This design comes from an exercise in tuning for small area, a short achievable clock period and few clock cycles per item on the open sky130 flow, not from production work.
The RTL was checked by simulation tests, not by an equivalence proof against the original design.
Power figures rest on the tool's default switching activity, not on a simulated workload.

File: run.sh
#!/bin/bash
# synth_recipe.tcl (not shown) runs the flow's synth.tcl, then flattens the netlist and writes it again
# the make line also repeats each setting of config.mk as NAME=value (left out here)
make -C /OpenROAD-flow-scripts/flow DESIGN_CONFIG=/design/flow/config.mk WORK_HOME=/design/flow/orfs CLKGATE_MAP_FILE= SYNTH_SCRIPT=/design/flow/synth_recipe.tcl finish
File: config.mk
export PLATFORM = sky130hd
export DESIGN_NAME = rvl_core
export DESIGN_NICKNAME = rvl_core
export VERILOG_FILES = /design/flow/design.v
export SDC_FILE = /design/flow/constraint.sdc
export NUM_CORES = 4
export LEC_CHECK = 0
export CAP_MARGIN = 20
export CORE_MARGIN = 2
export CORE_UTILIZATION = 40
export SETUP_SLACK_MARGIN = 2.6
export SLEW_MARGIN = 20
File: constraint.sdc
create_clock -name core_clock -period 7.0 [get_ports {clk}]
set_input_delay 1.4000 -clock core_clock [delete_from_list [all_inputs] [get_ports {clk}]]
set_output_delay 1.4000 -clock core_clock [all_outputs]
set_load 0.01 [all_outputs]
File: design.v
module rvl_enc (
    input  wire        clk,
    input  wire        rst,
    input  wire        start,         
    input  wire [31:0] start_count,
    output wire        busy,
    input  wire        in_valid,
    input  wire [15:0] in_data,
    output wire        in_ready,
    output wire        out_valid,
    output wire [7:0]  out_data,
    input  wire        out_ready,
    output wire [2:0]  st_state,
    output wire [31:0] st_count,
    output wire [31:0] st_index,
    output wire [33:0] st_bytes
);
    localparam [2:0] S_IDLE = 3'd0, S_RUN = 3'd1, S_TAIL = 3'd2, S_FLUSH = 3'd3,
                     S_DONE = 3'd6;
    reg [2:0]  st;
    reg [31:0] cnt, idx, run;
    reg [33:0] nbytes;
    reg [15:0] last;             
    reg [16:0] code;             
    reg [2:0]  t_c;              
    reg        more;             
    reg        em;               
    reg        ph;               
    reg [3:0]  di;               
    reg        pend;             
    reg [3:0]  pnib;
    reg [7:0]  ob;
    reg        obv;
    function [3:0] top11;
        input [31:0] v;
        begin
            if      (v[31:30] != 0) top11 = 4'd10;
            else if (v[29:27] != 0) top11 = 4'd9;
            else if (v[26:24] != 0) top11 = 4'd8;
            else if (v[23:21] != 0) top11 = 4'd7;
            else if (v[20:18] != 0) top11 = 4'd6;
            else if (v[17:15] != 0) top11 = 4'd5;
            else if (v[14:12] != 0) top11 = 4'd4;
            else if (v[11:9]  != 0) top11 = 4'd3;
            else if (v[8:6]   != 0) top11 = 4'd2;
            else if (v[5:3]   != 0) top11 = 4'd1;
            else                    top11 = 4'd0;
        end
    endfunction
    function [2:0] top6;
        input [16:0] v;
        begin
            if      (v[16:15] != 0) top6 = 3'd5;
            else if (v[14:12] != 0) top6 = 3'd4;
            else if (v[11:9]  != 0) top6 = 3'd3;
            else if (v[8:6]   != 0) top6 = 3'd2;
            else if (v[5:3]   != 0) top6 = 3'd1;
            else                    top6 = 3'd0;
        end
    endfunction
    function [2:0] dig11;
        input [31:0] v;
        input [3:0]  i;
        begin
            case (i)
                4'd0:    dig11 = v[2:0];
                4'd1:    dig11 = v[5:3];
                4'd2:    dig11 = v[8:6];
                4'd3:    dig11 = v[11:9];
                4'd4:    dig11 = v[14:12];
                4'd5:    dig11 = v[17:15];
                4'd6:    dig11 = v[20:18];
                4'd7:    dig11 = v[23:21];
                4'd8:    dig11 = v[26:24];
                4'd9:    dig11 = v[29:27];
                default: dig11 = {1'b0, v[31:30]};
            endcase
        end
    endfunction
    function [2:0] dig6;
        input [16:0] v;
        input [2:0]  i;
        begin
            case (i)
                3'd0:    dig6 = v[2:0];
                3'd1:    dig6 = v[5:3];
                3'd2:    dig6 = v[8:6];
                3'd3:    dig6 = v[11:9];
                3'd4:    dig6 = v[14:12];
                default: dig6 = {1'b0, v[16:15]};
            endcase
        end
    endfunction
    wire [16:0] delta   = {1'b0, in_data} - {1'b0, last};
    wire [16:0] code_in = {delta[15:0], 1'b0} ^ {17{delta[16]}};
    wire [3:0] t_r   = top11(run);
    wire       tail  = (st == S_TAIL);
    wire       di_nz = (di != 4'd0);
    wire       di_g1 = (di > 4'd1);
    wire [3:0] dim1  = di - 4'd1;
    wire [3:0] dim2  = di - 4'd2;
    reg [3:0] n0, n1;
    reg       has1, pdone, nph;
    reg [3:0] ndi;
    always @(*) begin
        n1    = 4'd0;
        has1  = 1'b0;
        pdone = 1'b0;
        nph   = ph;
        ndi   = dim2;
        if (!ph) begin
            n0 = {di_nz, dig11(run, di)};
            if (di_nz) begin
                n1   = {di_g1, dig11(run, dim1)};
                has1 = 1'b1;
                if (!di_g1) begin
                    nph   = 1'b1;
                    ndi   = {1'b0, t_c};
                    pdone = tail;
                end
            end else if (tail) begin
                pdone = 1'b1;
            end else begin
                n1    = {t_c != 3'd0, dig6(code, t_c)};
                has1  = 1'b1;
                nph   = 1'b1;
                ndi   = {1'b0, t_c} - 4'd1;
                pdone = (t_c == 3'd0);
            end
        end else begin
            n0 = {di_nz, dig6(code, di[2:0])};
            if (di_nz) begin
                n1    = {di_g1, dig6(code, dim1[2:0])};
                has1  = 1'b1;
                pdone = !di_g1;
            end else begin
                pdone = 1'b1;
            end
        end
    end
    wire       of    = !obv || out_ready;
    wire       step  = em && of;
    wire       fin   = step && pdone;
    wire       wr    = pend || has1;
    wire [7:0] byte_ = pend ? {pnib, n0} : {n0, n1};
    assign in_ready  = (st == S_RUN) && more && (!em || (of && pdone));
    wire   take      = in_valid && in_ready;
    wire   nz        = (in_data != 16'd0);
    wire [31:0] run_p1 = run + 32'd1;
    assign busy      = (st != S_IDLE) && (st != S_DONE);
    assign out_valid = obv;
    assign out_data  = ob;
    assign st_state  = st;
    assign st_count  = cnt;
    assign st_index  = idx;
    assign st_bytes  = nbytes;
    always @(posedge clk) begin
        if (rst) begin
            st     <= S_IDLE;
            cnt    <= 32'd0;
            idx    <= 32'd0;
            nbytes <= 34'd0;
            run    <= 32'd0;
            last   <= 16'd0;
            more   <= 1'b0;
            em     <= 1'b0;
            pend   <= 1'b0;
            obv    <= 1'b0;
        end else if (start) begin
            st     <= S_RUN;
            cnt    <= start_count;
            idx    <= 32'd0;
            nbytes <= 34'd0;
            run    <= 32'd0;
            last   <= 16'd0;
            more   <= (start_count != 32'd0);
            em     <= 1'b0;
            pend   <= 1'b0;
            obv    <= 1'b0;
        end else begin
            if (obv && out_ready)
                nbytes <= nbytes + 34'd1;
            if (step && wr) begin
                ob  <= byte_;
                obv <= 1'b1;
            end else if (out_ready) begin
                obv <= 1'b0;
            end
            if (step) begin
                pend <= pend ? has1 : !has1;
                pnib <= pend ? n1 : n0;
                ph   <= nph;
                di   <= ndi;
            end
            if (fin)
                em <= 1'b0;
            case (st)
                S_RUN: begin
                    if (take) begin
                        idx  <= idx + 32'd1;
                        more <= (idx + 32'd1 != cnt);
                        if (nz) begin
                            last <= in_data;
                            code <= code_in;
                            t_c  <= top6(code_in);
                            em   <= 1'b1;
                            ph   <= 1'b0;
                            di   <= fin ? 4'd0 : t_r;
                            if (fin)
                                run <= 32'd0;
                        end else begin
                            run <= fin ? 32'd1 : run_p1;
                        end
                    end else if (fin) begin
                        run <= 32'd0;
                        if (!more)
                            st <= S_FLUSH;
                    end else if (!em && !more) begin
                        if (run != 32'd0) begin
                            em <= 1'b1;
                            ph <= 1'b0;
                            di <= t_r;
                            st <= S_TAIL;
                        end else begin
                            st <= S_FLUSH;
                        end
                    end
                end
                S_TAIL: begin
                    if (fin)
                        st <= S_FLUSH;
                end
                S_FLUSH: begin
                    if (pend) begin
                        if (of) begin
                            ob   <= {pnib, 4'h0};
                            obv  <= 1'b1;
                            pend <= 1'b0;
                        end
                    end else if (of) begin
                        st <= S_DONE;
                    end
                end
                default: ;
            endcase
        end
    end
endmodule
module rvl_dec (
    input  wire        clk,
    input  wire        rst,
    input  wire        start,         
    input  wire [31:0] start_count,
    input  wire [33:0] start_len,
    output wire        busy,
    input  wire        in_valid,
    input  wire [7:0]  in_data,
    output wire        in_ready,
    output wire        out_valid,
    output wire [15:0] out_data,
    input  wire        out_ready,
    output wire [2:0]  st_state,
    output wire [1:0]  st_err,
    output wire [31:0] st_count,
    output wire [33:0] st_len,
    output wire [31:0] st_produced,
    output wire [33:0] st_bytes_in,
    output wire [34:0] st_nibbles
);
    localparam [2:0] S_IDLE = 3'd0, S_PARSE = 3'd1, S_ZEROS = 3'd2, S_DRAIN = 3'd3,
                     S_DONE = 3'd6, S_ERROR = 3'd7;
    localparam [1:0] E_NONE = 2'd0, E_TRUNCATED = 2'd1, E_OVERRUN = 2'd2,
                     E_OUT_OF_RANGE = 2'd3;
    reg [2:0]  st;
    reg [1:0]  err;
    reg [31:0] cnt, prod, acc;
    reg [31:0] rem;              
    reg [33:0] len, bin;
    reg [34:0] nib;
    reg [1:0]  kd;               
    reg [15:0] prev, po;
    reg        pov;
    reg        aovf;
    reg        gt;               
    reg        zchk;             
    reg        hb;               
    reg [15:0] nbuf;             
    reg [2:0]  nc;               
    wire of         = !pov || out_ready;
    wire in_grp     = (st == S_PARSE) || (st == S_ZEROS);
    assign in_ready = hb && ((st == S_DRAIN) || (in_grp && (nc <= 3'd2)));
    wire take       = in_valid && in_ready;
    assign busy        = (st != S_IDLE) && (st != S_DONE) && (st != S_ERROR);
    assign out_valid   = pov;
    assign out_data    = po;
    assign st_state    = st;
    assign st_err      = err;
    assign st_count    = cnt;
    assign st_len      = len;
    assign st_produced = prod;
    assign st_bytes_in = bin;
    assign st_nibbles  = nib;
    function rng_bad;
        input [31:0] c;
        input        ovf;
        input [15:0] p;
        begin
            rng_bad = ovf || (c[31:17] != 15'd0) ||
                      (c[0] ? (c[16:1] >= p) : (c[16:1] > ~p));
        end
    endfunction
    wire [3:0]  n0    = nbuf[3:0];
    wire [3:0]  n1    = nbuf[7:4];
    wire        e0    = !n0[3];
    wire        e1    = !n1[3];
    wire [31:0] acc_a = {acc[28:0], n0[2:0]};
    wire        ovf_a = aovf || (acc[31:29] != 3'd0);
    wire [31:0] acc_c = {acc_a[28:0], n1[2:0]};        
    wire        ovf_c = ovf_a || (acc_a[31:29] != 3'd0);
    wire [31:0] acc_d = {29'd0, n1[2:0]};              
    wire [31:0] acc1  = e0 ? 32'd0 : acc_a;
    wire        ovf1  = !e0 && ovf_a;
    wire [31:0] acc_b = e0 ? acc_d : acc_c;
    wire        ovf_b = !e0 && ovf_c;
    wire        gt1   = e0 ? !gt : gt;
    wire [31:0] prod1 = prod + 32'd1;
    wire [31:0] rem1  = rem - 32'd1;
    wire        last1 = (rem == 32'd1);
    wire        z_bad = aovf || (acc > rem);
    wire        bad_a = rng_bad(acc_a, ovf_a, prev);
    wire        bad_c = rng_bad(acc_c, ovf_c, prev);
    wire        bad_d = rng_bad(acc_d, 1'b0, prev);
    wire        bad_b = e0 ? bad_d : bad_c;
    wire        zr_a  = !ovf_a && (acc_a == 32'd0);
    wire        zr_b  = !ovf_b && (acc_b == 32'd0);
    wire [16:0] cval  = (e0 && gt) ? acc_a[16:0] : acc_b[16:0];
    wire [15:0] dlt   = {16{cval[0]}} ^ cval[16:1];
    wire [15:0] rec   = prev + dlt;
    reg  [1:0]  k;
    reg         wpix;            
    reg         nzc;
    reg  [2:0]  nst;
    reg  [1:0]  nerr;
    reg  [31:0] nacc;
    reg         novf, ngt;
    always @(*) begin
        k    = 2'd0;
        wpix = 1'b0;
        nzc  = 1'b0;
        nst  = st;
        nerr = err;
        nacc = acc;
        novf = aovf;
        ngt  = gt;
        if (nc == 3'd0) begin
            if (!hb) begin
                nerr = E_TRUNCATED;
                nst  = S_DRAIN;
            end
        end else begin
            k = 2'd1;
            if (e0 && !gt && !zr_a) begin
                nacc = acc_a;
                novf = ovf_a;
                ngt  = 1'b1;
                nzc  = 1'b1;
                nst  = S_ZEROS;
            end else if (e0 && gt && bad_a) begin
                nerr = E_OUT_OF_RANGE;
                nst  = S_DRAIN;
            end else if (e0 && gt && last1) begin
                wpix = 1'b1;
                nst  = S_DRAIN;
            end else begin
                wpix = e0 && gt;
                nacc = acc1;
                novf = ovf1;
                ngt  = gt1;
                if (nc != 3'd1) begin
                    k = 2'd2;
                    if (!e1) begin
                        nacc = acc_b;
                        novf = ovf_b;
                    end else if (!gt1) begin
                        nacc = acc_b;
                        novf = ovf_b;
                        ngt  = 1'b1;
                        if (!zr_b) begin
                            nzc = 1'b1;
                            nst = S_ZEROS;
                        end
                    end else if (bad_b) begin
                        nerr = E_OUT_OF_RANGE;
                        nst  = S_DRAIN;
                    end else begin
                        wpix = 1'b1;
                        nacc = 32'd0;
                        novf = 1'b0;
                        ngt  = 1'b0;
                        if (last1)
                            nst = S_DRAIN;
                    end
                end
            end
        end
    end
    wire        pstep = (st == S_PARSE) && of;
    wire [1:0]  kk    = pstep ? k : 2'd0;
    wire [15:0] shq   = (kk == 2'd0) ? nbuf : (kk == 2'd1) ? {4'd0, nbuf[15:4]} : {8'd0, nbuf[15:8]};
    wire [2:0]  ncs   = nc - {1'b0, kk};
    reg  [15:0] nq;
    always @(*) begin
        nq = shq;
        if (take) begin
            case (ncs[1:0])
                2'd0: nq = {shq[15:8], in_data[3:0], in_data[7:4]};
                2'd1: nq = {shq[15:12], in_data[3:0], in_data[7:4], shq[3:0]};
                default: nq = {in_data[3:0], in_data[7:4], shq[7:0]};
            endcase
        end
    end
    always @(posedge clk) begin
        if (rst) begin
            st   <= S_IDLE;
            err  <= E_NONE;
            cnt  <= 32'd0;
            len  <= 34'd0;
            prod <= 32'd0;
            bin  <= 34'd0;
            nib  <= 35'd0;
            kd   <= 2'd0;
            hb   <= 1'b0;
            pov  <= 1'b0;
            nc   <= 3'd0;
        end else if (start) begin
            st   <= (start_count != 32'd0) ? S_PARSE : S_DRAIN;
            err  <= E_NONE;
            cnt  <= start_count;
            len  <= start_len;
            prod <= 32'd0;
            rem  <= start_count;
            bin  <= 34'd0;
            nib  <= 35'd0;
            kd   <= 2'd0;
            hb   <= (start_len != 34'd0);
            pov  <= 1'b0;
            nc   <= 3'd0;
            prev <= 16'd0;
            acc  <= 32'd0;
            aovf <= 1'b0;
            gt   <= 1'b0;
        end else begin
            if (take) begin
                bin <= bin + 34'd1;
                hb  <= (bin + 34'd1 != len);
            end
            if (pov && out_ready)
                pov <= 1'b0;
            nbuf <= nq;
            nc   <= ncs + (take ? 3'd2 : 3'd0);
            nib  <= nib + {33'd0, kd};
            kd   <= kk;
            case (st)
                S_PARSE: begin
                    if (of) begin
                        st   <= nst;
                        err  <= nerr;
                        acc  <= nacc;
                        aovf <= novf;
                        gt   <= ngt;
                        zchk <= nzc;
                        if (wpix) begin
                            po   <= rec;
                            pov  <= 1'b1;
                            prev <= rec;
                            prod <= prod1;
                            rem  <= rem1;
                        end
                    end
                end
                S_ZEROS: begin
                    if (zchk && z_bad) begin
                        err <= E_OVERRUN;
                        st  <= S_DRAIN;
                    end else if (of) begin
                        zchk <= 1'b0;
                        po   <= 16'd0;
                        pov  <= 1'b1;
                        prod <= prod1;
                        rem  <= rem1;
                        acc  <= acc - 32'd1;
                        if (acc == 32'd1)
                            st <= last1 ? S_DRAIN : S_PARSE;
                    end
                end
                S_DRAIN: begin
                    if (!hb && of)
                        st <= (err == E_NONE) ? S_DONE : S_ERROR;
                end
                default: ;
            endcase
        end
    end
endmodule
module rvl_core (
    input  wire        clk,
    input  wire        rst,
    input  wire        cmd_valid,
    input  wire [67:0] cmd_word,
    input  wire        enc_in_valid,
    input  wire [15:0] enc_in_data,
    output wire        enc_in_ready,
    output wire        enc_out_valid,
    output wire [7:0]  enc_out_data,
    input  wire        enc_out_ready,
    input  wire        dec_in_valid,
    input  wire [7:0]  dec_in_data,
    output wire        dec_in_ready,
    output wire        dec_out_valid,
    output wire [15:0] dec_out_data,
    input  wire        dec_out_ready,
    input  wire [3:0]  sts_sel,
    output reg  [35:0] sts_data
);
    localparam [1:0] OP_ENC_START = 2'b00, OP_DEC_START = 2'b01;
    localparam [1:0] CE_OK = 2'd0, CE_RESERVED_OP = 2'd1, CE_BUSY = 2'd2;
    wire [1:0]  cmd_op    = cmd_word[67:66];
    wire [31:0] cmd_count = cmd_word[65:34];
    wire [33:0] cmd_len   = cmd_word[33:0];
    wire enc_busy, dec_busy;
    wire enc_start = cmd_valid && (cmd_op == OP_ENC_START) && !enc_busy;
    wire dec_start = cmd_valid && (cmd_op == OP_DEC_START) && !dec_busy;
    reg [1:0] cmd_err;
    always @(posedge clk) begin
        if (rst)
            cmd_err <= CE_OK;
        else if (cmd_valid) begin
            case (cmd_op)
                OP_ENC_START: cmd_err <= enc_busy ? CE_BUSY : CE_OK;
                OP_DEC_START: cmd_err <= dec_busy ? CE_BUSY : CE_OK;
                default:      cmd_err <= CE_RESERVED_OP;
            endcase
        end
    end
    wire [2:0]  e_state;
    wire [31:0] e_count, e_index;
    wire [33:0] e_bytes;
    wire [2:0]  d_state;
    wire [1:0]  d_err;
    wire [31:0] d_count, d_produced;
    wire [33:0] d_len, d_bytes_in;
    wire [34:0] d_nibbles;
    rvl_enc u_enc (
        .clk(clk), .rst(rst), .start(enc_start), .start_count(cmd_count),
        .busy(enc_busy),
        .in_valid(enc_in_valid), .in_data(enc_in_data), .in_ready(enc_in_ready),
        .out_valid(enc_out_valid), .out_data(enc_out_data), .out_ready(enc_out_ready),
        .st_state(e_state), .st_count(e_count), .st_index(e_index), .st_bytes(e_bytes)
    );
    rvl_dec u_dec (
        .clk(clk), .rst(rst), .start(dec_start), .start_count(cmd_count),
        .start_len(cmd_len), .busy(dec_busy),
        .in_valid(dec_in_valid), .in_data(dec_in_data), .in_ready(dec_in_ready),
        .out_valid(dec_out_valid), .out_data(dec_out_data), .out_ready(dec_out_ready),
        .st_state(d_state), .st_err(d_err), .st_count(d_count), .st_len(d_len),
        .st_produced(d_produced), .st_bytes_in(d_bytes_in), .st_nibbles(d_nibbles)
    );
    always @(*) begin
        case (sts_sel)
            4'd0:    sts_data = {34'd0, cmd_err};
            4'd1:    sts_data = {33'd0, e_state};
            4'd2:    sts_data = {4'd0, e_count};
            4'd3:    sts_data = {4'd0, e_index};
            4'd4:    sts_data = {2'd0, e_bytes};
            4'd5:    sts_data = {33'd0, d_state};
            4'd6:    sts_data = {34'd0, d_err};
            4'd7:    sts_data = {4'd0, d_count};
            4'd8:    sts_data = {2'd0, d_len};
            4'd9:    sts_data = {4'd0, d_produced};
            4'd10:   sts_data = {2'd0, d_bytes_in};
            4'd11:   sts_data = {1'd0, d_nibbles};
            default: sts_data = 36'd0;
        endcase
    end
endmodule
==> flow_summary_export.csv, run 1 <==
group,metric,value,unit
timing,finClkSkew,38.1,ps
clock_network,cts_made_buffers,55,
timing,setup_violations,0,
detailed_routing,wire_per_inst,21.4,um
timing,slew_viol_final,0,
synthesis,synth_nets,4041,
clock_network,cts_tree,"done",
cells_and_area,layout-drive-gt1-share,7.32,%
floorplanning,die_height,284,um
clock_network,root_buffer,"clkbuf_16",
cells_and_area,fin_area,36600,um^2
detailed_routing,dr.pass1.iters,7,
detailed_routing,first_iter_violations,2954,
placed_design,placed_cell_area,33900,um^2
detailed_routing,drt_wl_total,106,mm
timing,worst_pin_slew,1150,ps
timing,hold_viol,0,
floorplanning,rows,102,
synthesis,synth.most_common_cell,"nand2_1",
cells_and_area,areaGrowthSynthToFinish,16.4,%
timing,setup-tns-final,0,ps
global_route,grt_pass1_vias,26700,
synthesis,async_flop_share,0,%
floorplanning,ios,167,
clock_network,holdBufCountCts,0,
synthesis,synthTopCellsByArea,"dfxtp_1 21%, edfxtp_1 15%, ha_1 6.1%",
worst_setup_path,cpMaxStageDelayCell,"clkdlybuf4s50_1",
power,leakagePower,0.0130,uW
detailed_routing,vias,29100,
hold_path,hp-class,"flop to flop",
floorplanning,start_util,40.5,%
placed_design,place_hpwl,77.1,mm
clock_network,max-clock-path-buffers,3,
worst_setup_path,worstPathCellList,"buf_4, nand2_4, nor3_2, buf_12, a22oi_1, nand4_1, clkdlybuf4s50_1",
flow_run,maxCapViolCount,0,
synthesis,synth-edff-count,152,
placed_design,numPortBuffers,165,
detailed_routing,ant_nets,0,
synthesis,syn_area,31400,um^2
floorplanning,coreArea,77600,um^2
worst_setup_path,cp-end-kind,"output pin",
worst_setup_path,r2r_setup_slack,2800,ps
synthesis,synth-seq-cells,486,
timing,period_needed,4520,ps
timing,rsz0062_at_grt,"yes",
global_route,grt_pass1_wl,162,mm
global_route,grt_max_degree,155,
run_status,status,"complete, no violations",
synthesis,synthTopCellsByCount,"457 x nand2_1, 387 x nor2_1, 334 x dfxtp_1",
floorplanning,die_area,80800,um^2
global_route,grt_usage,25.2,%
worst_setup_path,cp_slowest_stage_delay,570,ps
detailed_routing,via_per_inst,5.89,
worst_setup_path,path_max_fanout,31,
timing,max_freq,0.221,GHz
worst_setup_path,startpoint_type,"input pin",
power,power_density,250,nW/um^2
worst_setup_path,arrival,3120,ps
clock_network,clock_tree.htree_level_count,2,
synthesis,synthCells,3780,
clock_network,clk_pin_slew,60,ps
cells_and_area,fin_nets,4122,
global_route,grt.overflow.total,0,
timing,fin_crit_sh,64.5,%
clock_network,insertion_delay,640,ps
worst_setup_path,path_class,"input pin to output pin",
timing,holdWs,490,ps
power,peakVddDrop,0.164,mV
cells_and_area,final_util,47.1,%
synthesis,yosysSeqAreaShare,35.8,%
worst_setup_path,worstPathRequired,5600,ps
floorplanning,die_w,284,um
power,power,9130,uW
synthesis,synth_largest_area_cell,"dfxtp_1",
placed_design,gp_congestion,0.921,
synthesis,ys_types,85,
synthesis,synth_ff_type,"dfxtp_1",
synthesis,syn_area_per_cell,8.31,um^2
global_route,antenna_found_initial,2,
timing,slew_headroom,22.9,%
synthesis,ys_warn_count,3,
detailed_routing,drcViolationCount,0,
synthesis,synth_top_area_share,21.3,%
clock_network,cts_sinks,486,
[cells in the final DEF, fill, tap and decap left out, types with 46 or more instances in the layout]
master | synthesis | final
a211oi_1 | 46 | 46
a21oi_1 | 248 | 247
a221oi_1 | 48 | 46
a22oi_1 | 137 | 137
and3_1 | 67 | 65
buf_4 | 2 | 86
clkbuf_16 | 0 | 62
clkdlybuf4s50_1 | 0 | 140
dfxtp_1 | 334 | 334
edfxtp_1 | 152 | 152
ha_1 | 154 | 152
inv_1 | 115 | 114
mux2i_1 | 65 | 65
nand2_1 | 457 | 453
nand3_1 | 106 | 105
nand4_1 | 102 | 102
nor2_1 | 387 | 379
nor3_1 | 80 | 73
nor4_1 | 70 | 67
o21ai_0 | 117 | 116
xnor2_1 | 197 | 197
xor2_1 | 162 | 162
[worst paths after layout]
path / startpoint / end / cells past startpoint
worst max-delay path: sts_sel[1] / sts_data[12] / 7
worst min-delay path: u_dec.len[0] / u_dec.len[0] / 2
worst max register to register: u_dec.acc[23] / u_dec.nbuf[3] / 12
worst min register to register: u_dec.len[0] / u_dec.len[0] / 2
[per-layer routing]
metal / vias up / GRT usage (%) / part of all wire, %
met5: - / 0 / 0
met1: 13900 / 36.8 / 45
met3: 172 / 5.41 / 9.6
met2: 1201 / 37.1 / 43
li1: 13900 / - / -
met4: 0 / 6.97 / 2.8
[sequential cells by signal, summed over array words and instances (netlist names), 17 cells and up]
| register | count |
|---|---|
| u_dec.acc | 32 |
| u_dec.bin | 34 |
| u_dec.cnt | 32 |
| u_dec.len | 34 |
| u_dec.nib | 35 |
| u_dec.prod | 32 |
| u_dec.rem | 32 |
| u_enc.cnt | 32 |
| u_enc.code | 17 |
| u_enc.idx | 32 |
| u_enc.nbytes | 34 |
| u_enc.run | 32 |
[power breakdown]
| group | total, uW | switching, uW | internal [uW] |
|---|---|---|---|
| logic | 2430 | 1450 | 982 |
| registers | 3570 | 320 | 3250 |
| clock network | 3130 | 1290 | 1840 |
| total | 9130 | 3060 | 6070 |
[cell families after synthesis]
kind of cell	share of synthesized area, %
other	0.0119
and+or+nand+nor	23.3
xor gates and xnor gates	10.0
buffers and inverters	4.31
muxes	2.57
DFF	35.8
adders and majority gates	6.42
AOI/OAI and AO/OA	17.5
[per-stage QoR]
| stage | std cells | worst slack (ps) |
|---|---|---|
| floorplan | 3780 | 2620 |
| global placement | 4790 | 1330 |
| detailed placement | 4790 | 1330 |
| CTS | 4912 | 2470 |
| global route | 4946 | 2440 |
| finish | 4947 | 2480 |
[cell type report]
class	count	area [um^2]
clock buffers	77	1650
diodes	1	2.50
clock inverters	25	314
flip-flops and latches	486	11300
inverters	119	452
repair buffers	260	2460
fillers	7635	41000
well taps	1040	1300
multi-input cells	2939	19100
[critical path: cells and delay by family]
family          cells  cell delay [ps]
compound gates      1              130
simple gates        3              530
buf+inv             3             1030
[timing repair]
action                     in CTS  in global routing
setup endpoints to repair      82                121
resized for setup              95                 40
gates cloned                    2                  1
setup buffers                  18                 32
hold endpoints to repair        0                  0
pin swaps                      13                 10
Testbench counts, summed over its fixed seeds: cycles 10,960, items 18,582.
==> run 2, diff against run 1 <==
--- a/config.mk
+++ b/config.mk
@@ -7,2 +7,3 @@
 export LEC_CHECK = 0
+export ABC_CLOCK_PERIOD_IN_PS = 3500
 export CAP_MARGIN = 20
@@ -10,3 +11,3 @@
 export CORE_UTILIZATION = 40
-export SETUP_SLACK_MARGIN = 2.6
+export SETUP_SLACK_MARGIN = 3.2
 export SLEW_MARGIN = 20
==> flow_summary_export.csv, run 2 <==
group,metric,value,unit
global_route,met1_usage,37.4,%
floorplanning,die_area,80800,um^2
synthesis,syn_area_per_cell,8.31,um^2
synthesis,syn_area,31400,um^2
flow_run,maxCapViolCount,0,
global_route,grt_usage,26.0,%
synthesis,ys_types,85,
timing,setup-tns-final,0,ps
cells_and_area,fin_nets,4273,
worst_setup_path,r2r_setup_slack,3130,ps
worst_setup_path,arrival,2800,ps
clock_network,root_buffer,"clkbuf_16",
detailed_routing,vias,30400,
clock_network,clk_pin_slew,60,ps
timing,finClkSkew,51.8,ps
power,leakagePower,0.0141,uW
detailed_routing,via_per_inst,5.96,
global_route,grt.overflow.total,0,
hold_path,hp-class,"flop to flop",
worst_setup_path,path_max_fanout,7,
cells_and_area,largest_reg_flops,35,
floorplanning,die_height,284,um
global_route,grt_use_met3,4.90,%
detailed_routing,drt_wl_total,111,mm
clock_network,max-clock-path-buffers,3,
timing,worst_pin_slew,1070,ps
cells_and_area,areaGrowthSynthToFinish,24.6,%
floorplanning,start_util,40.5,%
detailed_routing,first_iter_violations,3214,
clock_network,clock_tree.htree_level_count,2,
synthesis,synth_ff_type,"dfxtp_1",
detailed_routing,wire_per_inst,21.8,um
timing,hold_viol,0,
cells_and_area,layout-drive-gt1-share,15.5,%
detailed_routing,drcViolationCount,0,
timing,fin_crit_sh,60.0,%
timing,rsz0062_at_grt,"yes",
run_status,status,"complete, no violations",
synthesis,yosysSeqAreaShare,35.8,%
timing,slew_headroom,29.0,%
synthesis,synth-seq-cells,486,
floorplanning,ios,167,
detailed_routing,ant_nets,0,
clock_network,insertion_delay,650,ps
power,peakVddDrop,0.201,mV
floorplanning,die_w,284,um
global_route,use_met2,39.6,%
synthesis,synthTopCellsByArea,"dfxtp_1 21%, edfxtp_1 15%, ha_1 6.1%",
global_route,grt_pass1_wl,167,mm
global_route,antenna_found_initial,3,
clock_network,holdBufCountCts,0,
placed_design,gp_congestion,0.921,
placed_design,place_hpwl,77.1,mm
clock_network,cts_tree,"done",
cells_and_area,layout_common_cells,"447 x nand2_1, 374 x nor2_1, 329 x dfxtp_1",
timing,holdWs,456,ps
cells_and_area,largest-register,"u_dec.nib",
timing,slew_viol_final,0,
worst_setup_path,cp-end-kind,"output pin",
floorplanning,rows,102,
clock_network,cts_made_buffers,56,
synthesis,synth_largest_area_cell,"dfxtp_1",
synthesis,async_flop_share,0,%
timing,period_needed,4200,ps
timing,max_freq,0.238,GHz
placed_design,numPortBuffers,165,
global_route,grt_pass1_vias,27700,
synthesis,synthTopCellsByCount,"457 x nand2_1, 387 x nor2_1, 334 x dfxtp_1",
floorplanning,coreArea,77600,um^2
synthesis,synthCells,3780,
timing,setup_violations,0,
clock_network,cts_sinks,486,
worst_setup_path,startpoint_type,"input pin",
cells_and_area,final_common_cell,"nand2_1",
power,power_density,242,nW/um^2
synthesis,synth_top_area_share,21.3,%
global_route,grt_busiest_layer,"met2",
synthesis,ys_warn_count,3,
worst_setup_path,worstPathRequired,5600,ps
synthesis,synth.most_common_cell,"nand2_1",
detailed_routing,dr.pass1.iters,9,
synthesis,synth-edff-count,152,
synthesis,synth_nets,4041,
global_route,grt_max_degree,89,
worst_setup_path,path_class,"input pin to output pin",
[run 2: cell counts after synthesis]
Identical to the previous run, type by type.
[run 2: worst max-delay path, cell delays in order]
cell	delay [ps]
buf_12	100
nand2b_4	180
buf_6	120
nor2_4	50
buf_4	140
clkbuf_16	150
a22oi_1	210
nand4_1	230
buf_2	220
[run 2: through the flow]
step	instances	area, um^2	setup WS, ps	util, %	power, uW
6_report	5101	39100	2800	50.4	9460
5_1_grt	5101	39100	2780	50.4	9910
4_1_cts	5033	37800	2880	48.7	9260
3_5_place_dp	4790	34100	1170	43.9	5970
3_3_place_gp	4790	34100	1170	43.9	5950
2_1_floorplan	3780	31900	2710	-	5200
[run 2: path summary, 6_finish.rpt]
path | startpoint | end | depth (start not counted)
hold reg to reg | u_dec.cnt[15] | u_dec.cnt[15] | 2
setup / recovery | sts_sel[2] | sts_data[10] | 9
hold / removal | u_dec.cnt[15] | u_dec.cnt[15] | 2
setup reg to reg | u_dec.acc[23] | u_dec.nc[2] | 16
[run 2: cell families after synthesis]
| kind of cell | share of synthesized area [%] |
|---|---|
| adders and majority gates | 6.42 |
| buffers and inverters | 4.31 |
| AOI/OAI and AO/OA | 17.5 |
| muxes | 2.57 |
| and+or+nand+nor | 23.3 |
| other | 0.0119 |
| DFF | 35.8 |
| xor gates and xnor gates | 10.0 |
[run 2: area by class of cell]
class / instances / area [um^2]
sequential: 486 / 11300
fill: 7429 / 38500
timing repair buffer: 405 / 3900
clock inverter: 17 / 169
clock buffer: 89 / 1760
multi-input combinational: 2944 / 20300
antenna: 1 / 2.50
inverter: 119 / 468
tap: 1040 / 1300
[run 2: what timing repair did]
action,CTS,global route
setup buffers,130,58
gates resized for setup,308,176
setup endpoints to repair,310,257
pin swaps,69,86
gates cloned,7,9
[run 2: where the power goes]
part           total (uW)  switching (uW)  internal [uW]
Combinational        2840            1660           1170
Sequential           3560             302           3250
Clock                3070            1270           1800
[run 2: routing by layer]
metal / wire length [um] / share of wire, %
met5: 17 / 0.015
met1: 48400 / 43
met3: 10500 / 9.5
met2: 48600 / 44
met4: 3760 / 3.4
==> run 3, diff against run 2 <==
--- a/config.mk
+++ b/config.mk
@@ -7,3 +7,3 @@
 export LEC_CHECK = 0
-export ABC_CLOCK_PERIOD_IN_PS = 3500
+export ABC_CLOCK_PERIOD_IN_PS = 5000
 export CAP_MARGIN = 20
@@ -11,3 +11,4 @@
 export CORE_UTILIZATION = 40
-export SETUP_SLACK_MARGIN = 3.2
+export CTS_BUF_LIST = sky130_fd_sc_hd__clkbuf_8
+export SETUP_SLACK_MARGIN = 2.8
 export SLEW_MARGIN = 20
==> flow_summary_export.csv, run 3 <==
group,metric,value,unit
run_status,status,"complete, no violations",
worst_setup_path,cp-end-kind,"output pin",
global_route,met1_usage,38.0,%
placed_design,placed_cell_area,33900,um^2
worst_setup_path,worstPathRequired,5600,ps
floorplanning,die_w,284,um
floorplanning,ios,167,
worst_setup_path,startpoint_type,"input pin",
timing,holdWs,477,ps
floorplanning,die_area,80800,um^2
global_route,grt_usage,26.0,%
worst_setup_path,r2r_end,"u_enc.st[0]",
synthesis,synth_top_area_share,21.3,%
global_route,grt_max_degree,155,
timing,setup-tns-final,0,ps
cells_and_area,instances_no_fill,5092,
global_route,grt_busiest_layer,"met2",
timing,setup_violations,0,
timing,slew_viol_final,0,
power,leakagePower,0.0136,uW
clock_network,cts_tree,"done",
synthesis,async_flop_share,0,%
global_route,grt_use_met3,4.65,%
power,swShare,35.1,%
synthesis,synth_largest_area_cell,"dfxtp_1",
timing,hold_viol,0,
timing,period_needed,4240,ps
placed_design,numPortBuffers,165,
detailed_routing,drcViolationCount,0,
detailed_routing,dr.pass1.iters,8,
synthesis,yosysSeqAreaShare,35.8,%
detailed_routing,vias,30100,
timing,fin_crit_sh,60.6,%
timing,rsz0062_at_grt,"yes",
cells_and_area,fin_nets,4237,
worst_setup_path,path_class,"input pin to output pin",
synthesis,syn_area_per_cell,8.31,um^2
synthesis,synthCells,3780,
detailed_routing,wire_per_inst,21.7,um
timing,worst_pin_slew,1080,ps
hold_path,hp-class,"flop to flop",
synthesis,synth.most_common_cell,"nand2_1",
power,power_density,241,nW/um^2
clock_network,root_buffer,"clkbuf_8",
power,combPwrFrac,28.2,%
hold_path,hold-path-cell-count,2,
hold_path,min_from,"u_dec.cnt[2]",
synthesis,syn_area,31400,um^2
worst_setup_path,reg2regPathDepth,23,
clock_network,holdBufCountCts,0,
cells_and_area,largest_reg_flops,35,
power,power,9050,uW
flow_run,maxCapViolCount,0,
cells_and_area,final_common_cell,"nand2_1",
synthesis,synth_nets,4041,
worst_setup_path,reg2reg_from,"u_enc.st[0]",
worst_setup_path,r2r_setup_slack,2910,ps
power,power.internal,5880,uW
cells_and_area,fin_area,37500,um^2
clock_network,cts_sinks,486,
power,p_switching,3180,uW
clock_network,clk_pin_slew,60,ps
placed_design,gp_congestion,0.928,
clock_network,clock_tree.htree_level_count,3,
detailed_routing,drt_wl_total,110,mm
floorplanning,rows,102,
synthesis,synth-seq-cells,486,
cells_and_area,largest-register,"u_dec.nib",
cells_and_area,layout-drive-gt1-share,11.4,%
power,p_seq_share,39.2,%
power,peakVddDrop,0.136,mV
power,power_frac_clock,32.6,%
synthesis,synth_ff_type,"dfxtp_1",
global_route,grt_pass1_wl,166,mm
hold_path,holdPathEnd,"u_dec.cnt[2]",
detailed_routing,first_iter_violations,3140,
worst_setup_path,path_max_fanout,8,
floorplanning,start_util,40.5,%
cells_and_area,areaGrowthSynthToFinish,19.5,%
cells_and_area,layout_common_cells,"452 x nand2_1, 379 x nor2_1, 333 x dfxtp_1",
placed_design,dp.cells,4793,
synthesis,synthTopCellsByCount,"457 x nand2_1, 387 x nor2_1, 334 x dfxtp_1",
global_route,grt.overflow.total,0,
floorplanning,coreArea,77600,um^2
global_route,grt_pass1_vias,27300,
clock_network,cts_made_buffers,89,
synthesis,ys_types,85,
clock_network,max-clock-path-buffers,3,
timing,max_freq,0.236,GHz
timing,slew_headroom,28.1,%
clock_network,insertion_delay,720,ps
synthesis,synthTopCellsByArea,"dfxtp_1 21%, edfxtp_1 15%, ha_1 6.1%",
synthesis,synth-edff-count,152,
worst_setup_path,arrival,2840,ps
detailed_routing,via_per_inst,5.91,
global_route,antenna_found_initial,3,
global_route,use_met2,38.8,%
detailed_routing,ant_nets,0,
placed_design,place_hpwl,77.4,mm
floorplanning,die_height,284,um
timing,finClkSkew,75.2,ps
synthesis,ys_warn_count,3,
## run 3: cell count changes in the layout (fill, tap and decap cells not counted), sizes merged, moves of 2 or more
cell           change
clkinvlp           +4
clkbuf            +27
clkinv            +10
clkdlybuf4s50      +9
inv               +18
diode              +4
o31a               -4
clkdlybuf4s15      +6
bufinv             +2
bufbuf             +3
buf               -86
## run 3: timing repair
action	CTS	global route
setup buffers	59	63
endpoints found under the setup margin	93	144
gates cloned	5	5
pin swaps	30	32
resized for setup	185	73
## run 3: worst max path at each step
stage                  startpoint           end  slack (ps)  depth (start not counted)
detailed placement     sts_sel[3]  sts_data[16]        1330                          7
CTS                    sts_sel[2]  sts_data[15]        2570                          8
finish                 sts_sel[3]   sts_data[0]        2760                          9
global placement       sts_sel[3]  sts_data[15]        1340                          7
global route           sts_sel[3]   sts_data[0]        2710                          9
floorplan           u_dec.acc[23]  u_dec.rem[0]        2700                          9
## run 3: critical path, stage by stage
cell and delay [ps]:
buf_12 110, buf_12 120, nand2b_4 90, nor2_4 70, buf_12 150, a222oi_1 340
o31ai_1 130, a211o_1 270, buf_2 150
## run 3: final cells by class
class,count,area (um^2)
well taps,1040,1300
clock inverters,51,390
flip-flops and latches,486,11300
clock buffers,111,1530
repair buffers,342,3310
fillers,7677,40100
diodes,5,12.5
inverters,119,450
multi-input cells,2938,19300
## run 3: cells by family after synthesis
kind of cell | share of synthesized area [%]
AOI/OAI and AO/OA | 17.5
xor gates and xnor gates | 10.0
adders and majority gates | 6.42
buffers and inverters | 4.31
DFF | 35.8
muxes | 2.57
other | 0.0119
and+or+nand+nor | 23.3
## run 3: power by group through the flow
stage          clock network, uW  registers [uW]  logic, uW
5_1_grt                     3130            3570       2810
3_3_place_gp                   0            3630       2300
3_5_place_dp                   0            3630       2320
4_1_cts                     3010            3550       2430
6_report                    2950            3550       2550
2_1_floorplan                  0            3480       1700
## run 3: stage by stage
stage,setup WS [ps],utilization (%)
floorplan,2700,-
global placement,1340,43.7
detailed placement,1330,43.7
CTS,2570,47.3
global route,2710,48.4
finish,2760,48.4
## run 3: metal layers
metal  vias to the layer above  share of wire, %  wire [um]
met5                         -                 0          0
met2                      1338                43      47600
met3                       177               9.0       9930
met1                     14400                45      49700
met4                         0               2.8       3130
li1                      14100                 -          -
==> run 4, diff against run 3 <==
--- a/config.mk
+++ b/config.mk
@@ -10,4 +10,3 @@
 export CORE_MARGIN = 2
-export CORE_UTILIZATION = 40
-export CTS_BUF_LIST = sky130_fd_sc_hd__clkbuf_8
+export CORE_UTILIZATION = 60
 export SETUP_SLACK_MARGIN = 2.8
==> flow_summary_export.csv, run 4 <==
group,metric,value,unit
run_status,status,"complete, no violations",
worst_setup_path,cpMaxStageDelayCell,"a222oi_1",
floorplanning,die_height,233,um
detailed_routing,drcViolationCount,0,
timing,finClkSkew,21.1,ps
power,power_density,247,nW/um^2
global_route,grt_usage,40.7,%
worst_setup_path,worstPathCellList,"buf_12, nand2b_4, nor3_4, buf_6, buf_16, a222oi_1, o31ai_1, a211o_1, buf_2",
global_route,use_met2,65.2,%
cells_and_area,multi_input_area,19400,um^2
worst_setup_path,cp-end-kind,"output pin",
synthesis,synth_largest_area_cell,"dfxtp_1",
floorplanning,die_area,54200,um^2
power,p_switching,3140,uW
timing,worst_pin_slew,1070,ps
timing,slew_headroom,28.9,%
floorplanning,coreArea,51500,um^2
synthesis,synth_ff_type,"dfxtp_1",
floorplanning,start_util,61.0,%
worst_setup_path,worstPathRequired,5600,ps
global_route,grt_use_met3,7.81,%
clock_network,cts_tree,"done",
placed_design,gp_congestion,1.07,
synthesis,syn_area,31400,um^2
clock_network,cts_made_buffers,53,
global_route,grt_max_degree,104,
detailed_routing,via_per_inst,6.74,
cells_and_area,largest-register,"u_dec.nib",
worst_setup_path,arrival,2900,ps
timing,slew_viol_final,0,
timing,period_needed,4300,ps
timing,setup_slack,2700,ps
floorplanning,ios,167,
cells_and_area,layout_common_cells,"452 x nand2_1, 380 x nor2_1, 334 x dfxtp_1",
clock_network,root_buffer,"clkbuf_16",
power,peakVddDrop,0.190,mV
timing,fin_crit_sh,61.4,%
synthesis,syn_area_per_cell,8.31,um^2
timing,setup-tns-final,0,ps
synthesis,synth_nets,4041,
synthesis,async_flop_share,0,%
global_route,grt.overflow.total,0,
synthesis,synthCells,3780,
power,combPwrFrac,28.9,%
placed_design,place_hpwl,80.8,mm
cells_and_area,n_fill_cell,3936,
detailed_routing,ant_nets,0,
cells_and_area,largest_reg_flops,35,
detailed_routing,vias,31400,
clock_network,cts_sinks,486,
worst_setup_path,critPathTopFamily,"compound AO/OA/AOI/OAI gates",
global_route,grt_pass1_vias,29500,
clock_network,max-clock-path-buffers,3,
detailed_routing,dr.pass1.iters,18,
synthesis,synth.most_common_cell,"nand2_1",
detailed_routing,wire_per_inst,24.8,um
floorplanning,die_w,233,um
clock_network,clock_tree.htree_level_count,2,
worst_setup_path,startpoint_type,"input pin",
cells_and_area,areaGrowthSynthToFinish,16.9,%
timing,hold_viol,0,
power,swShare,34.6,%
cells_and_area,fin_nets,4185,
clock_network,insertion_delay,630,ps
synthesis,ys_types,85,
floorplanning,rows,83,
synthesis,yosysSeqAreaShare,35.8,%
cells_and_area,seq_area,11300,um^2
power,p_seq_share,39.4,%
global_route,antenna_found_initial,4,
global_route,met1_usage,49.5,%
clock_network,clk_pin_slew,70,ps
worst_setup_path,path_class,"input pin to output pin",
power,power,9070,uW
detailed_routing,drt_wl_total,116,mm
cells_and_area,final_common_cell,"nand2_1",
power,power_frac_clock,31.7,%
worst_setup_path,critical_path_buf_inv_count,4,
cells_and_area,layout-drive-gt1-share,10.0,%
placed_design,numPortBuffers,165,
worst_setup_path,path_max_fanout,7,
cells_and_area,final_util,71.3,%
power,power.internal,5930,uW
flow_run,maxCapViolCount,0,
detailed_routing,first_iter_violations,3388,
placed_design,preCtsSetupSlack,1230,ps
synthesis,synth_top_area_share,21.3,%
power,leakagePower,0.0133,uW
synthesis,ys_warn_count,3,
timing,max_freq,0.233,GHz
global_route,grt_pass1_wl,171,mm
hold_path,hp-class,"flop to flop",
timing,holdWs,460,ps
timing,setup_violations,0,
synthesis,synth-edff-count,152,
worst_setup_path,cp_slowest_stage_delay,310,ps
timing,rsz0062_at_grt,"yes",
synthesis,synthTopCellsByArea,"dfxtp_1 21%, edfxtp_1 15%, ha_1 6.1%",
synthesis,synthTopCellsByCount,"457 x nand2_1, 387 x nor2_1, 334 x dfxtp_1",
clock_network,holdBufCountCts,0,
global_route,grt_busiest_layer,"met2",
synthesis,synth-seq-cells,486,
run 4: metrics by stage:
stage,cells,area [um^2]
2_1_floorplan,3780,31500
3_3_place_gp,4426,33400
3_5_place_dp,4426,33400
4_1_cts,4576,35900
5_1_grt,4648,36700
6_report,4650,36700
run 4: layout make-up:
| class | instances | share of cell area (%) |
|---|---|---|
| Clock inverter | 20 | 0.412 |
| Antenna cell | 5 | 0.0341 |
| Tap cell | 680 | 2.32 |
| Timing Repair Buffer | 325 | 8.30 |
| Multi-Input combinational cell | 2939 | 52.7 |
| Inverter | 119 | 1.22 |
| Clock buffer | 76 | 4.35 |
| Sequential cell | 486 | 30.6 |
run 4: cell families (layout without fill, tap and decap cells):
| group | Yosys count | count (layout) | share of synthesized area, % |
|---|---|---|---|
| AOI/OAI and AO/OA | 832 | 832 | 17.5 |
| xor gates and xnor gates | 359 | 359 | 10.0 |
| and+or+nand+nor | 1512 | 1513 | 23.3 |
| muxes | 75 | 75 | 2.57 |
| DFF | 486 | 486 | 35.8 |
| other | 1 | 6 | 0.0119 |
| buffers and inverters | 356 | 540 | 4.31 |
| adders and majority gates | 159 | 159 | 6.42 |
run 4: repair_timing:
item / 4_1_cts / 5_1_grt
gates cloned: 3 / 5
setup endpoints to repair: 162 / 219
setup buffers: 51 / 64
resized for setup: 170 / 92
pin swaps: 25 / 33
run 4: final timing paths:
check / start / endpoint / slack [ps] / cells past startpoint
max: sts_sel[3] / sts_data[0] / 2700 / 9
min: u_dec.cnt[27] / u_dec.cnt[27] / 460 / 2
max reg2reg: u_dec.nbuf[6] / u_dec.prod[24] / 2820 / 10
min reg2reg: u_dec.cnt[27] / u_dec.cnt[27] / 460 / 2
run 4: routing by layer:
layer / vias to the layer above / routed length [um]
met5: - / 0
met4: 0 / 9370
met3: 473 / 11200
met2: 1950 / 51800
met1: 14900 / 43100
li1: 14000 / -
run 4: worst register-to-register path, cell delays in order, from the launching register on:
cell and delay (ps):
edfxtp_1 560, ha_1 430, o21bai_1 130, a221oi_1 330, nor2_1 100, nor4_1 730, o2111a_1 330, o211ai_1 170
o31a_4 520, or4_1 630, a21oi_1 170
run 4: power groups by stage:
stage                     combinational [uW]  sequential (uW)  clock (uW)
after CTS                               2400             3570        2890
after floorplan                         1700             3480           0
after global routing                    2850             3580        2980
after detailed placement                2270             3660           0
final                                   2620             3570        2880
after global placement                  2160             3640           0
==> run 5, diff against run 4 <==
--- a/config.mk
+++ b/config.mk
@@ -7,6 +7,6 @@
 export LEC_CHECK = 0
-export ABC_CLOCK_PERIOD_IN_PS = 5000
+export ABC_CLOCK_PERIOD_IN_PS = 9000
 export CAP_MARGIN = 20
 export CORE_MARGIN = 2
-export CORE_UTILIZATION = 60
+export CORE_UTILIZATION = 40
 export SETUP_SLACK_MARGIN = 2.8
==> flow_summary_export.csv, run 5 <==
group,metric,value,unit
global_route,grt_max_degree,155,
cells_and_area,areaGrowthSynthToFinish,18.4,%
global_route,grt_pass1_wl,166,mm
placed_design,placed_cell_area,33900,um^2
power,peakVddDrop,0.174,mV
synthesis,ys_types,85,
synthesis,synth.most_common_cell,"nand2_1",
timing,worst_pin_slew,909,ps
timing,slew_viol_final,0,
worst_setup_path,cpMaxStageDelayCell,"a222oi_1",
synthesis,synth_xor_area_share,10.0,%
hold_path,hold-path-cell-count,2,
synthesis,synth_largest_area_cell,"dfxtp_1",
synthesis,synth-edff-count,152,
timing,period_needed,4240,ps
power,combPwrFrac,27.9,%
detailed_routing,drt_wl_total,109,mm
detailed_routing,first_iter_violations,2886,
synthesis,synth-seq-cells,486,
worst_setup_path,reg2reg_from,"u_dec.acc[9]",
clock_network,cts_tree,"done",
placed_design,numPortBuffers,165,
timing,hold_viol,0,
synthesis,async_flop_share,0,%
synthesis,synth_ff_type,"dfxtp_1",
power,power_frac_clock,33.2,%
floorplanning,die_w,284,um
synthesis,synthTopCellsByArea,"dfxtp_1 21%, edfxtp_1 15%, ha_1 6.1%",
worst_setup_path,worstPathRequired,5600,ps
worst_setup_path,critical_path_buf_inv_count,4,
power,swShare,34.2,%
worst_setup_path,path_max_fanout,7,
cells_and_area,largest-register,"u_dec.nib",
detailed_routing,dr.pass1.iters,8,
global_route,grt_usage,25.9,%
worst_setup_path,critPathTopFamily,"compound AO/OA/AOI/OAI gates",
clock_network,max-clock-path-buffers,3,
power,power_density,246,nW/um^2
synthesis,syn_area_per_cell,8.31,um^2
cells_and_area,fin_nets,4178,
synthesis,ys_warn_count,3,
floorplanning,rows,102,
synthesis,synth_nets,4041,
floorplanning,coreArea,77600,um^2
worst_setup_path,r2r_end,"u_dec.nbuf[3]",
synthesis,synthAdderAreaFrac,6.42,%
clock_network,clk_pin_slew,60,ps
detailed_routing,drcViolationCount,0,
detailed_routing,ant_nets,0,
placed_design,preCtsSetupSlack,1330,ps
placed_design,place_hpwl,77.4,mm
detailed_routing,via_per_inst,5.92,
flow_run,maxCapViolCount,0,
clock_network,root_buffer,"clkbuf_16",
timing,setup_slack,2760,ps
worst_setup_path,arrival,2840,ps
placed_design,gp_congestion,0.928,
timing,fin_crit_sh,60.5,%
cells_and_area,largest_reg_flops,35,
hold_path,min_from,"u_dec.cnt[2]",
worst_setup_path,cp_slowest_stage_delay,350,ps
timing,setup-tns-final,0,ps
worst_setup_path,worstSetupStartpoint,"sts_sel[3]",
floorplanning,ios,167,
timing,finClkSkew,41.8,ps
clock_network,cts_sinks,486,
clock_network,insertion_delay,640,ps
detailed_routing,vias,29700,
detailed_routing,wire_per_inst,21.8,um
cells_and_area,final_common_cell,"nand2_1",
synthesis,yosysSeqAreaShare,35.8,%
floorplanning,die_area,80800,um^2
worst_setup_path,r2r_setup_slack,2880,ps
worst_setup_path,worstPathCellList,"buf_12, nand2b_4, nor3_4, buf_12, buf_6, a222oi_1, o31ai_1, a211o_1, buf_2",
worst_setup_path,reg2regPathDepth,13,
worst_setup_path,cp-end-kind,"output pin",
power,p_switching,3120,uW
cells_and_area,n_fill_cell,7674,
hold_path,holdPathEnd,"u_dec.cnt[2]",
synthesis,synthTopCellsByCount,"457 x nand2_1, 387 x nor2_1, 334 x dfxtp_1",
floorplanning,start_util,40.5,%
power,power.internal,6010,uW
clock_network,clock_tree.htree_level_count,2,
cells_and_area,layout-drive-gt1-share,9.79,%
cells_and_area,fin_area,37200,um^2
timing,max_freq,0.236,GHz
global_route,antenna_found_initial,2,
synthesis,synth_mux_area_share,2.57,%
synthesis,synth_top_area_share,21.3,%
synthesis,synthCells,3780,
timing,setup_violations,0,
global_route,grt.overflow.total,0,
synthesis,synth_top_family_by_area,"simple AND/OR/NAND/NOR gates",
synthesis,synth-compound-area-share,17.5,%
power,p_seq_share,38.9,%
cells_and_area,layout_common_cells,"452 x nand2_1, 378 x nor2_1, 333 x dfxtp_1",
worst_setup_path,path_class,"input pin to output pin",
synthesis,yosys.area_share.simple,23.3,%
worst_setup_path,startpoint_type,"input pin",
global_route,grt_pass1_vias,27100,
run_status,status,"complete, no violations",
timing,rsz0062_at_grt,"yes",
power,power,9130,uW
floorplanning,die_height,284,um
power,leakagePower,0.0133,uW
hold_path,hp-class,"flop to flop",
synthesis,syn_area,31400,um^2
clock_network,cts_made_buffers,57,
worst_setup_path,path_common_cell,"buf_12",
timing,slew_headroom,38.9,%
[run 5: cells by family after synthesis]
family	Yosys count
AO/OA/AOI/OAI	832
XOR/XNOR	359
adder cells (fa/ha/maj)	159
buffers and inverters	356
flip-flops	486
multiplexers	75
other	1
AND/OR/NAND/NOR	1512
[run 5: worst max path at each step]
stage	depth (start not counted)	to	slack, ps
2_1_floorplan	9	u_dec.rem[0]	2700
3_3_place_gp	7	sts_data[15]	1340
3_5_place_dp	7	sts_data[16]	1330
4_1_cts	8	sts_data[17]	2730
5_1_grt	9	sts_data[0]	2690
6_report	9	sts_data[0]	2760
[run 5: metal layers]
layer | up-vias | track usage, % | share of wire (%)
met4 | 0 | 6.96 | 2.8
met5 | - | 0 | 0
li1 | 14000 | - | -
met3 | 170 | 4.41 | 8.8
met2 | 1179 | 38.9 | 43
met1 | 14300 | 38.1 | 46
[run 5: stage by stage]
| stage | utilization (%) | hold WS (ps) | instances |
|---|---|---|---|
| global route | 47.9 | 503 | 5005 |
| CTS | 47.3 | 476 | 4966 |
| detailed placement | 43.7 | 468 | 4793 |
| floorplan | - | 436 | 3780 |
| finish | 47.9 | 471 | 5008 |
| global placement | 43.7 | 463 | 4793 |
[run 5: final cells by class]
cell class / instances / area [um^2] / area share, %
Clock buffer: 83 / 1680 / 4.50
Clock inverter: 24 / 219 / 0.589
Inverter: 119 / 450 / 1.21
Timing Repair Buffer: 315 / 2980 / 8.02
Antenna cell: 3 / 7.51 / 0.0202
Multi-Input combinational cell: 2938 / 19300 / 51.9
Tap cell: 1040 / 1300 / 3.50
Sequential cell: 486 / 11300 / 30.2
[run 5: worst reg2reg max path, delay by kind of cell, from the launching register on]
family,cells,cell delay (ps)
AOI/OAI and AO/OA,2,280
adders and majority gates,2,890
buffers and inverters,1,220
DFF,1,410
and+or+nand+nor,8,2020
[run 5: power by group through the flow]
stage	clock (uW)	combinational [uW]	sequential, uW
2_1_floorplan	0	1700	3480
3_3_place_gp	0	2300	3630
3_5_place_dp	0	2320	3630
4_1_cts	3090	2440	3550
5_1_grt	3200	2810	3570
6_report	3030	2550	3550
[run 5: what timing repair did]
item                                    CTS  global route
gates resized for setup                 187            70
endpoints found under the setup margin  117           144
hold buffers                              0             0
gates cloned                              6             0
pin swaps                                28            32
buffers inserted                         60            39
==> run 6, diff against run 5 <==
--- a/config.mk
+++ b/config.mk
@@ -7,3 +7,2 @@
 export LEC_CHECK = 0
-export ABC_CLOCK_PERIOD_IN_PS = 9000
 export CAP_MARGIN = 20
==> flow_summary_export.csv, run 6 <==
group,metric,value,unit
synthesis,async_flop_share,0,%
synthesis,synth_mux_area_share,2.57,%
placed_design,gp_congestion,0.928,
floorplanning,die_height,284,um
power,power.internal,6010,uW
timing,slew_headroom,38.9,%
timing,worst_pin_slew,909,ps
floorplanning,start_util,40.5,%
worst_setup_path,path_max_fanout,7,
cells_and_area,fin_nets,4178,
clock_network,insertion_delay,640,ps
synthesis,synth_top_family_by_area,"simple AND/OR/NAND/NOR gates",
detailed_routing,ant_nets,0,
clock_network,clock_tree.htree_level_count,2,
synthesis,synth_nets,4041,
synthesis,synth-seq-cells,486,
timing,max_freq,0.236,GHz
worst_setup_path,worstPathRequired,5600,ps
clock_network,root_buffer,"clkbuf_16",
floorplanning,rows,102,
synthesis,ys_types,85,
cells_and_area,layout-drive-gt1-share,9.79,%
synthesis,synth.most_common_cell,"nand2_1",
clock_network,cts_sinks,486,
synthesis,ys_warn_count,3,
timing,slew_viol_final,0,
power,combPwrFrac,27.9,%
timing,fin_crit_sh,60.5,%
detailed_routing,wire_per_inst,21.8,um
synthesis,yosys.area_share.simple,23.3,%
global_route,grt_pass1_vias,27100,
global_route,grt.overflow.total,0,
timing,finClkSkew,41.8,ps
power,p_seq_share,38.9,%
synthesis,syn_area_per_cell,8.31,um^2
detailed_routing,dr.pass1.iters,8,
cells_and_area,largest-register,"u_dec.nib",
synthesis,synthCells,3780,
worst_setup_path,cp-end-kind,"output pin",
power,power_density,246,nW/um^2
timing,rsz0062_at_grt,"yes",
floorplanning,die_area,80800,um^2
detailed_routing,drcViolationCount,0,
worst_setup_path,arrival,2840,ps
power,power_frac_clock,33.2,%
clock_network,holdBufCountCts,0,
synthesis,synth_top_area_share,21.3,%
synthesis,synth_largest_area_cell,"dfxtp_1",
global_route,grt_usage,25.9,%
detailed_routing,via_per_inst,5.92,
synthesis,synth-compound-area-share,17.5,%
clock_network,max-clock-path-buffers,3,
timing,setup-tns-final,0,ps
cells_and_area,final_util,47.9,%
hold_path,hp-class,"flop to flop",
global_route,grt_max_degree,155,
run_status,status,"complete, no violations",
floorplanning,coreArea,77600,um^2
timing,hold_viol,0,
timing,period_needed,4240,ps
timing,setup_violations,0,
global_route,antenna_found_initial,2,
cells_and_area,layout_common_cells,"452 x nand2_1, 378 x nor2_1, 333 x dfxtp_1",
power,p_switching,3120,uW
placed_design,place_hpwl,77.4,mm
worst_setup_path,path_class,"input pin to output pin",
synthesis,synthTopCellsByArea,"dfxtp_1 21%, edfxtp_1 15%, ha_1 6.1%",
cells_and_area,largest_reg_flops,35,
flow_run,maxCapViolCount,0,
timing,holdWs,471,ps
placed_design,numPortBuffers,165,
power,leakagePower,0.0133,uW
floorplanning,ios,167,
detailed_routing,drt_wl_total,109,mm
power,swShare,34.2,%
clock_network,clk_pin_slew,60,ps
detailed_routing,first_iter_violations,2886,
cells_and_area,areaGrowthSynthToFinish,18.4,%
synthesis,synthAdderAreaFrac,6.42,%
synthesis,synth_xor_area_share,10.0,%
detailed_routing,vias,29700,
floorplanning,die_w,284,um
global_route,grt_pass1_wl,166,mm
synthesis,syn_area,31400,um^2
worst_setup_path,startpoint_type,"input pin",
power,power,9130,uW
synthesis,synthTopCellsByCount,"457 x nand2_1, 387 x nor2_1, 334 x dfxtp_1",
clock_network,cts_made_buffers,57,
cells_and_area,final_common_cell,"nand2_1",
synthesis,synth-edff-count,152,
synthesis,synth_ff_type,"dfxtp_1",
clock_network,cts_tree,"done",
synthesis,yosysSeqAreaShare,35.8,%
power,peakVddDrop,0.174,mV
-- run 6: cell counts in the layout (fill, tap and decap cells not counted) --
No cell type changed its count.
-- run 6: what timing repair did --
item,in CTS,in global routing
buffers inserted,60,39
cloned,6,0
resized for setup,187,70
endpoints found under the setup margin,117,144
pin swaps,28,32
-- run 6: per-stage QoR --
step | cells | setup slack, ps | instance area [um^2]
finish | 5008 | 2760 | 37200
global route | 5005 | 2690 | 37200
CTS | 4966 | 2730 | 36700
detailed placement | 4793 | 1330 | 33900
global placement | 4793 | 1340 | 33900
floorplan | 3780 | 2700 | 31500
-- run 6: layout make-up --
class | count | area [um^2]
Inverter | 119 | 450
Antenna cell | 3 | 7.51
Tap cell | 1040 | 1300
Timing Repair Buffer | 315 | 2980
Fill cell | 7674 | 40400
Multi-Input combinational cell | 2938 | 19300
Sequential cell | 486 | 11300
Clock buffer | 83 | 1680
Clock inverter | 24 | 219
-- run 6: power by group through the flow --
| stage | Sequential [uW] | Clock, uW | Combinational (uW) |
|---|---|---|---|
| final | 3550 | 3030 | 2550 |
| after floorplan | 3480 | 0 | 1700 |
| after CTS | 3550 | 3090 | 2440 |
| after global routing | 3570 | 3200 | 2810 |
| after global placement | 3630 | 0 | 2300 |
| after detailed placement | 3630 | 0 | 2320 |
-- run 6: cell families (layout without fill, tap and decap cells) --
family	Yosys count	in the layout
other	1	4
muxes	75	75
AOI/OAI and AO/OA	832	832
DFF	486	486
buffers and inverters	356	541
and+or+nand+nor	1512	1512
xor gates and xnor gates	359	359
adders and majority gates	159	159
-- run 6: path summary, 6_finish.rpt --
path                start       endpoint  slack [ps]  cells past startpoint
min          u_dec.cnt[2]   u_dec.cnt[2]         470                      2
min reg2reg  u_dec.cnt[2]   u_dec.cnt[2]         470                      2
max reg2reg  u_dec.acc[9]  u_dec.nbuf[3]        2880                     13
max            sts_sel[3]    sts_data[0]        2760                      9
-- run 6: worst max-delay path, stage by stage --
cell	delay, ps
buf_12	90
nand2b_4	140
nor3_4	50
buf_12	130
buf_6	110
a222oi_1	350
o31ai_1	140
a211o_1	270
buf_2	150
-- run 6: metal layers --
metal  global-route usage [%]  part of all wire (%)  up-vias
met5                        0                     0        -
met2                     38.9                    43     1179
li1                         -                     -    14000
met1                     38.1                    46    14300
met3                     4.41                   8.8      170
met4                     6.96                   2.8        0
==> run 7, diff against run 6 <==
--- a/config.mk
+++ b/config.mk
@@ -7,2 +7,3 @@
 export LEC_CHECK = 0
+export ABC_CLOCK_PERIOD_IN_PS = 5000
 export CAP_MARGIN = 20
@@ -10,3 +11,3 @@
 export CORE_UTILIZATION = 40
-export SETUP_SLACK_MARGIN = 2.8
+export SETUP_SLACK_MARGIN = 3.0
 export SLEW_MARGIN = 20
==> flow_summary_export.csv, run 7 <==
group,metric,value,unit
timing,finClkSkew,41.4,ps
synthesis,synthTopCellsByCount,"457 x nand2_1, 387 x nor2_1, 334 x dfxtp_1",
timing,setup-tns-final,0,ps
worst_setup_path,startpoint_type,"input pin",
clock_network,cts_made_buffers,57,
synthesis,yosys.area_share.simple,23.3,%
detailed_routing,first_iter_violations,3233,
hold_path,hold-path-cell-count,2,
detailed_routing,wire_per_inst,22.4,um
floorplanning,ios,167,
synthesis,synth_top_family_by_area,"simple AND/OR/NAND/NOR gates",
timing,hold_viol,0,
worst_setup_path,r2r_setup_slack,3000,ps
clock_network,insertion_delay,640,ps
cells_and_area,layout_common_cells,"451 x nand2_1, 376 x nor2_1, 333 x dfxtp_1",
global_route,grt.overflow.total,0,
power,leakagePower,0.0139,uW
synthesis,synthTopCellsByArea,"dfxtp_1 21%, edfxtp_1 15%, ha_1 6.1%",
global_route,grt_pass1_vias,27900,
timing,slew_viol_final,0,
synthesis,synth.most_common_cell,"nand2_1",
cells_and_area,final_util,49.7,%
synthesis,yosysSeqAreaShare,35.8,%
synthesis,synth_largest_area_cell,"dfxtp_1",
synthesis,synth_xor_area_share,10.0,%
cells_and_area,layout-drive-gt1-share,13.7,%
global_route,grt_max_degree,143,
synthesis,synth_mux_area_share,2.57,%
synthesis,synth-seq-cells,486,
timing,slew_headroom,21.3,%
timing,holdWs,470,ps
clock_network,holdBufCountCts,0,
worst_setup_path,path_class,"input pin to output pin",
timing,max_freq,0.237,GHz
detailed_routing,drcViolationCount,0,
global_route,grt_pass1_wl,170,mm
floorplanning,die_w,284,um
synthesis,synth-edff-count,152,
placed_design,preCtsSetupSlack,1140,ps
placed_design,gp_congestion,0.938,
floorplanning,start_util,40.5,%
synthesis,syn_area,31400,um^2
global_route,antenna_found_initial,3,
run_status,status,"complete, no violations",
cells_and_area,fin_nets,4267,
clock_network,max-clock-path-buffers,3,
synthesis,synthAdderAreaFrac,6.42,%
detailed_routing,via_per_inst,6.01,
worst_setup_path,reg2regPathDepth,10,
synthesis,ys_types,85,
placed_design,placed_cell_area,33900,um^2
placed_design,place_hpwl,77.8,mm
placed_design,numPortBuffers,165,
power,peakVddDrop,0.224,mV
cells_and_area,largest-register,"u_dec.nib",
clock_network,cts_sinks,486,
synthesis,ys_warn_count,3,
floorplanning,die_area,80800,um^2
synthesis,async_flop_share,0,%
power,power_density,243,nW/um^2
clock_network,cts_tree,"done",
clock_network,root_buffer,"clkbuf_16",
worst_setup_path,worstPathRequired,5600,ps
floorplanning,die_height,284,um
clock_network,clk_pin_slew,60,ps
global_route,grt_usage,26.6,%
cells_and_area,final_common_cell,"nand2_1",
hold_path,hp-class,"flop to flop",
cells_and_area,areaGrowthSynthToFinish,22.7,%
cells_and_area,largest_reg_flops,35,
synthesis,syn_area_per_cell,8.31,um^2
detailed_routing,vias,30600,
detailed_routing,ant_nets,0,
synthesis,synth-compound-area-share,17.5,%
cells_and_area,fin_area,38500,um^2
timing,setup_slack,2780,ps
floorplanning,coreArea,77600,um^2
timing,rsz0062_at_grt,"yes",
worst_setup_path,cp-end-kind,"output pin",
detailed_routing,dr.pass1.iters,10,
timing,fin_crit_sh,60.3,%
cells_and_area,n_antenna_cell,0,
flow_run,maxCapViolCount,0,
timing,period_needed,4220,ps
worst_setup_path,path_max_fanout,6,
synthesis,synth_ff_type,"dfxtp_1",
synthesis,synthCells,3780,
synthesis,synth_nets,4041,
floorplanning,rows,102,
synthesis,synth_top_area_share,21.3,%
timing,setup_violations,0,
worst_setup_path,arrival,2820,ps
clock_network,clock_tree.htree_level_count,2,
timing,worst_pin_slew,1170,ps
detailed_routing,drt_wl_total,114,mm
[run 7: cell count changes in the layout (fill, tap and decap cells not counted), sizes merged, moves of 2 or more]
cell | previous run | this run
and2 | 36 | 38
buf | 164 | 263
bufbuf | 2 | 0
bufinv | 2 | 7
clkbuf | 88 | 83
clkdlybuf4s15 | 13 | 0
clkinvlp | 2 | 4
diode | 3 | 0
dlygate4sd2 | 7 | 2
nor2 | 387 | 389
o31a | 4 | 7
[run 7: through the flow]
stage,instances,total power [uW]
after floorplan,3780,5170
after global placement,4791,5910
after detailed placement,4791,5930
after CTS,5023,9190
after global routing,5093,9780
final,5093,9350
[run 7: critical path: stages]
cell      delay, ps
buf_12          110
nand2b_4        170
buf_4           150
buf_6           120
nor2_4          170
buf_12          170
buf_4           120
a22oi_2          70
nand4_1         170
buf_2           160
[run 7: cell type report]
class                      instances  area, um^2
clock buffer                      77        1540
clock inverter                    29         358
fill                            7421       39000
inverter                         119         454
multi-input combinational       2948       19900
sequential                       486       11300
tap                             1040        1300
timing repair buffer             394        3780
[run 7: metal layers]
metal	GRT usage [%]	part of all wire, %	vias up
li1	-	-	14200
met3	4.87	9.4	322
met5	0	0.032	-
met2	39.9	43	1503
met1	38.2	43	14600
met4	9.45	4.4	6
[run 7: what timing repair did]
action | CTS | global route
buffers inserted | 113 | 61
resized for setup | 308 | 121
gates cloned | 13 | 9
pin swaps | 55 | 78
endpoints found under the setup margin | 195 | 185
[run 7: path summary, 6_finish.rpt]
| path | startpoint | end |
|---|---|---|
| worst max-delay path | sts_sel[2] | sts_data[17] |
| worst min-delay path | u_dec.cnt[0] | u_dec.cnt[0] |
| worst max register to register | u_dec.st[0] | u_dec.nbuf[13] |
| worst min register to register | u_dec.cnt[0] | u_dec.cnt[0] |
[run 7: logic make-up (layout without fill, tap and decap cells)]
group | after synthesis | in the layout
AOI/OAI and AO/OA | 832 | 835
xor gates and xnor gates | 359 | 359
adders and majority gates | 159 | 159
buffers and inverters | 356 | 619
DFF | 486 | 486
muxes | 75 | 75
other | 1 | 1
and+or+nand+nor | 1512 | 1519
[run 7: report_power, final]
| group | switching (uW) | total (uW) | internal, uW |
|---|---|---|---|
| Clock | 1290 | 3100 | 1810 |
| Sequential | 317 | 3570 | 3250 |
| Combinational | 1590 | 2690 | 1100 |
